Context: an optimization exercise on an open-source flow, tuned for small area and a short achievable clock period. The choices shown serve that exercise and are no tape-out recipe.
Function was checked by simulation only, so behaviour that the tests miss may differ from the original.
Power is estimated from default activity; no workload was simulated.

==> flow/design.v <==
module usim_dispatch (
    input  wire         clk,
    input  wire         rst_n,
    input  wire         cfg_we,
    input  wire [2:0]   cfg_idx,
    input  wire [16:0]  cfg_base,
    input  wire [16:0]  cfg_size,
    input  wire [3:0]   cfg_count,
    input  wire         build_start,
    output reg  [1:0]   phase,
    output reg  [1:0]   fault_code,
    output reg  [2:0]   fault_i,
    output reg  [2:0]   fault_j,
    input  wire         c_req,
    input  wire         c_we,
    input  wire [15:0]  c_addr,
    input  wire [7:0]   c_wdata,
    output reg          c_ack,
    output reg  [7:0]   c_rdata,
    output reg          m_req,
    output wire         m_we,
    output wire [15:0]  m_addr,
    output wire [7:0]   m_wdata,
    input  wire         m_ack,
    input  wire [7:0]   m_rdata,
    output reg  [7:0]   d_req,
    output wire         d_we,
    output reg  [127:0] d_off,
    output wire [7:0]   d_wdata,
    input  wire [7:0]   d_ack,
    input  wire [63:0]  d_rdata
);
    localparam NB = 8;
    localparam PH_EMPTY    = 2'd0;
    localparam PH_BUILDING = 2'd1;
    localparam PH_RUNNING  = 2'd2;
    localparam PH_DEFECT   = 2'd3;
    localparam F_RANGE   = 2'd1;
    localparam F_OVERLAP = 2'd2;
    localparam F_ZERO    = 2'd3;
    reg [16*NB-1:0] nbase_f;       
    reg [16*NB-1:0] last_f;        
    reg [3:0]  n_r;
    reg [3:0]  c;           
    reg        bvalid;      
    reg [2:0]  bb;          
    reg [2:0]  ba;          
    reg        qsel;        
    integer i;
    wire idle    = phase[0] == phase[1];       
    wire bld     = phase == PH_BUILDING;
    wire running = phase == PH_RUNNING;
    wire [17:0] w_s    = {1'b1, ~(cfg_base ^ cfg_size)};
    wire [17:0] w_c    = {cfg_base | cfg_size, 1'b0};
    wire [17:0] w_last = w_s + w_c;
    wire        w_zero = cfg_size == 17'd0;
    wire        w_rng  = cfg_base[16] | w_last[17] | w_last[16];
    wire        w_bad  = w_zero | w_rng;
    wire [15:0] w_nb   = {~cfg_base[15:1] & {15{~w_bad}}, ~w_zero & (w_rng | ~cfg_base[0])};
    wire [15:0] w_l    = w_last[15:0] & {16{~w_bad}};
    always @(posedge clk)
        for (i = 0; i < NB; i = i + 1)
            if (rst_n && idle && cfg_we && cfg_idx == i) begin
                nbase_f[16*i +: 16] <= w_nb;
                last_f[16*i +: 16]  <= w_l;
            end
    function automatic [1:0] cout16(input [15:0] a, input [15:0] b);
        reg [15:0] g, p;
        integer s, k;
        begin
            g = a & b;
            p = a | b;
            for (s = 1; s < 16; s = s * 2)
                for (k = 0; k + s < 16; k = k + 2 * s) begin
                    g[k] = g[k + s] | (p[k + s] & g[k]);
                    p[k] = p[k + s] & p[k];
                end
            cout16 = {g[0], g[0] | p[0]};
        end
    endfunction
    reg [15:0] qx;
    always @* begin
        qx = 16'd0;
        for (i = 0; i < NB; i = i + 1)
            if (c[2:0] == i)
                qx = ~nbase_f[16*i +: 16];
    end
    wire [15:0] x  = qsel ? qx : c_addr;
    reg [NB-1:0] ge, gt, le, en, hq;
    reg [1:0]    r;
    always @* begin
        for (i = 0; i < NB; i = i + 1) begin
            r      = cout16(x, nbase_f[16*i +: 16]);
            gt[i]  = r[1];
            ge[i]  = r[0];
            r      = cout16(last_f[16*i +: 16], ~x);
            le[i]  = r[0];
            en[i]  = n_r[3] | (i < n_r[2:0]);
            hq[i]  = ge[i] & le[i];
            d_off[i*16 +: 16] = x - ~nbase_f[16*i +: 16];
        end
    end
    reg [NB-1:0] below;
    always @*
        for (i = 0; i < NB; i = i + 1)
            below[i] = hq[i] & en[i] & (gt[i] | (i < c));
    wire       c_bad   = ~hq[c[2:0]];
    wire       c_cand  = |below;
    wire [2:0] c_a     = {|below[7:4], |{below[7:6], below[3:2]},
                          |{below[7], below[5], below[3], below[1]}};
    always @(posedge clk) begin
        if (!rst_n) begin
            phase <= PH_EMPTY;
            qsel  <= 1'b0;
        end else if (idle) begin
            if (build_start) begin
                qsel   <= 1'b1;
                n_r    <= cfg_count;
                c      <= 4'd0;
                bvalid <= 1'b0;
                phase  <= PH_BUILDING;
            end
        end else if (bld) begin
            if (c == n_r) begin
                qsel <= 1'b0;
                if (bvalid) begin
                    phase      <= PH_DEFECT;
                    fault_code <= F_OVERLAP;
                    fault_i    <= ba;
                    fault_j    <= bb;
                end else begin
                    phase      <= PH_RUNNING;
                end
            end else if (c_bad) begin
                qsel       <= 1'b0;
                phase      <= PH_DEFECT;
                fault_code <= qx[0] ? F_ZERO : F_RANGE;
                fault_i    <= c[2:0];
            end else begin
                c <= c + 4'd1;
                if (c_cand && !(bvalid && ge[bb])) begin
                    bvalid <= 1'b1;
                    bb     <= c[2:0];
                    ba     <= c_a;
                end
            end
        end
    end
    wire [NB-1:0] hit   = hq & en;
    wire          found = |hit;
    wire          go    = running & c_req;
    always @* begin
        d_req   = hit & {NB{go}};
        m_req   = go & ~found;
        c_ack   = go & (|(hit & d_ack) | (~found & m_ack));
        c_rdata = m_rdata & {8{~found}};
        for (i = 0; i < NB; i = i + 1)
            c_rdata = c_rdata | (d_rdata[i*8 +: 8] & {8{hit[i]}});
    end
    assign m_we    = c_we;
    assign m_addr  = c_addr;
    assign m_wdata = c_wdata;
    assign d_we    = c_we;
    assign d_wdata = c_wdata;
endmodule
export LEC_CHECK = 0
export CAP_MARGIN = 20
export CORE_MARGIN = 2
export CORE_UTILIZATION = 65
export CTS_BUF_LIST = sky130_fd_sc_hd__clkbuf_4 sky130_fd_sc_hd__clkbuf_8
export SLEW_MARGIN = 20
create_clock -name core_clock -period 12.0 [get_ports {clk}]
standard.sh (not shown) runs the stock make flow with config.mk's settings and CLKGATE_MAP_FILE= SYNTH_SCRIPT=/design/flow/synth_recipe.tcl, a recipe that flattens the netlist after the stock synthesis.
==> flow/flow/run.sh <==
#!/bin/bash
# Layout: the standard flow (standard.sh), with
#  - ABC mapping with flow/abc_map.script (delay-oriented) instead of ORFS's,
#  - ABC left to map the adders itself (no half/full-adder cells),
#  - small fast port buffers (buf_1) instead of clkdlybuf4s50_1.
# Everything else, the registers included, is the standard synthesis and flow.
set -euo pipefail
export MY_ABC_SCRIPT="$PWD/flow/abc_map.script"
bash standard.sh \
    "SYNTH_SCRIPT=$PWD/flow/synth.tcl" \
    "BUFFER_PORTS_ARGS=-buffer_cell sky130_fd_sc_hd__buf_1" \
    ADDER_MAP_FILE= \
    finish > standard_flow.log 2>&1
==> flow/flow/abc_map.script <==
strash
&get -n
&st
&dch
&nf
&st
&syn2
&if -g -K 6
&synch2
&nf
&put
strash
dc2
map {D}
buffer
upsize {D}
dnsize {D}
stime -p
==> flow/flow/synth.tcl <==
# The standard flow's synthesis script (synth_recipe.tcl), with ORFS's ABC script replaced
# by flow/abc_map.script (delay-oriented mapping).
proc synth {args} { yosys synth -nofsm -noshare {*}$args }
proc fix_abc_script {n1 n2 op} { set ::abc_script $::env(MY_ABC_SCRIPT) }
trace add variable ::abc_script write fix_abc_script
source $::env(SCRIPTS_DIR)/synth.tcl
# left out here: clear keep_hierarchy, flatten, clean up, hide names made inside functions, write 1_2_yosys.v
Change:
--- a/flow/design.v
+++ b/flow/design.v
@@ -79,11 +79,14 @@
         end
     endfunction
-    reg [15:0] qx;
+    reg  [3:0]  c_nxt;
+    reg  [15:0] qx_nxt, qx;
     always @* begin
-        qx = 16'd0;
+        qx_nxt = 16'd0;
         for (i = 0; i < NB; i = i + 1)
-            if (c[2:0] == i)
-                qx = ~nbase_f[16*i +: 16];
+            if (c_nxt[2:0] == i)
+                qx_nxt = ~nbase_f[16*i +: 16];
     end
+    always @(posedge clk)
+        qx <= qx_nxt;
     wire [15:0] x  = qsel ? qx : c_addr;
     reg [NB-1:0] ge, gt, le, en, hq;
@@ -101,4 +104,11 @@
         end
     end
+    always @* begin
+        c_nxt = c;
+        if (idle)
+            c_nxt = 4'd0;
+        else if (bld && c != n_r && !c_bad)
+            c_nxt = c + 4'd1;
+    end
     reg [NB-1:0] below;
     always @*
@@ -109,4 +119,6 @@
     wire [2:0] c_a     = {|below[7:4], |{below[7:6], below[3:2]},
                           |{below[7], below[5], below[3], below[1]}};
+    always @(posedge clk)
+        c <= c_nxt;
     always @(posedge clk) begin
         if (!rst_n) begin
@@ -117,5 +129,4 @@
                 qsel   <= 1'b1;
                 n_r    <= cfg_count;
-                c      <= 4'd0;
                 bvalid <= 1'b0;
                 phase  <= PH_BUILDING;
@@ -138,5 +149,4 @@
                 fault_i    <= c[2:0];
             end else begin
-                c <= c + 4'd1;
                 if (c_cand && !(bvalid && ge[bb])) begin
                     bvalid <= 1'b1;
The new run completed with no timing, DRC or antenna violations.
Wire length goes down by 4.2%.
Final area goes up by 0.56%.
Sequential power goes up by about 4%.
Worst hold slack loses 0.016 ns.
Clock skew is about the same.
Clock power goes up by about 20%.
Area after synthesis goes down by 0.38%.
Die area goes down by 0.37%.
Maximum frequency goes down by 2.2%.
Clock-buffer cell count goes down by 10.
Worst setup slack loses 0.22 ns.
Global-route usage goes down by 2.1 points.

-- static timing again, ports no longer ideal --
In the flow no input, the clock included, has a driving cell. The finished layouts below were timed again as built, in two steps. Step 1 (the two cells are an assumption about what drives the block):
set clk [get_ports {clk}]
set_driving_cell -lib_cell sky130_fd_sc_hd__clkbuf_16 $clk
set_driving_cell -lib_cell sky130_fd_sc_hd__buf_2 [delete_from_list [all_inputs] $clk]
Step 2 times the ports against the registers' clock, not the clock port: input delays grow and output delays shrink by t, the midpoint of the rising clock arrivals with the driver on. Three values: no drivers, after step 1, after step 2; two values: the first two.
run | shift t [ns] | setup slack, ns | worst register clock-pin slew, ns
the first run | 0.677 | 2.463 / 2.412 / 2.957 | 0.07 / 0.07
the second run | 0.645 | 2.245 / 2.221 / 2.221 | 0.07 / 0.07
After both steps setup and hold are still met in every run listed. For the second run, which loses most, drivers alone change the setup slack by -0.024 ns; drivers and shift together by -0.024 ns.
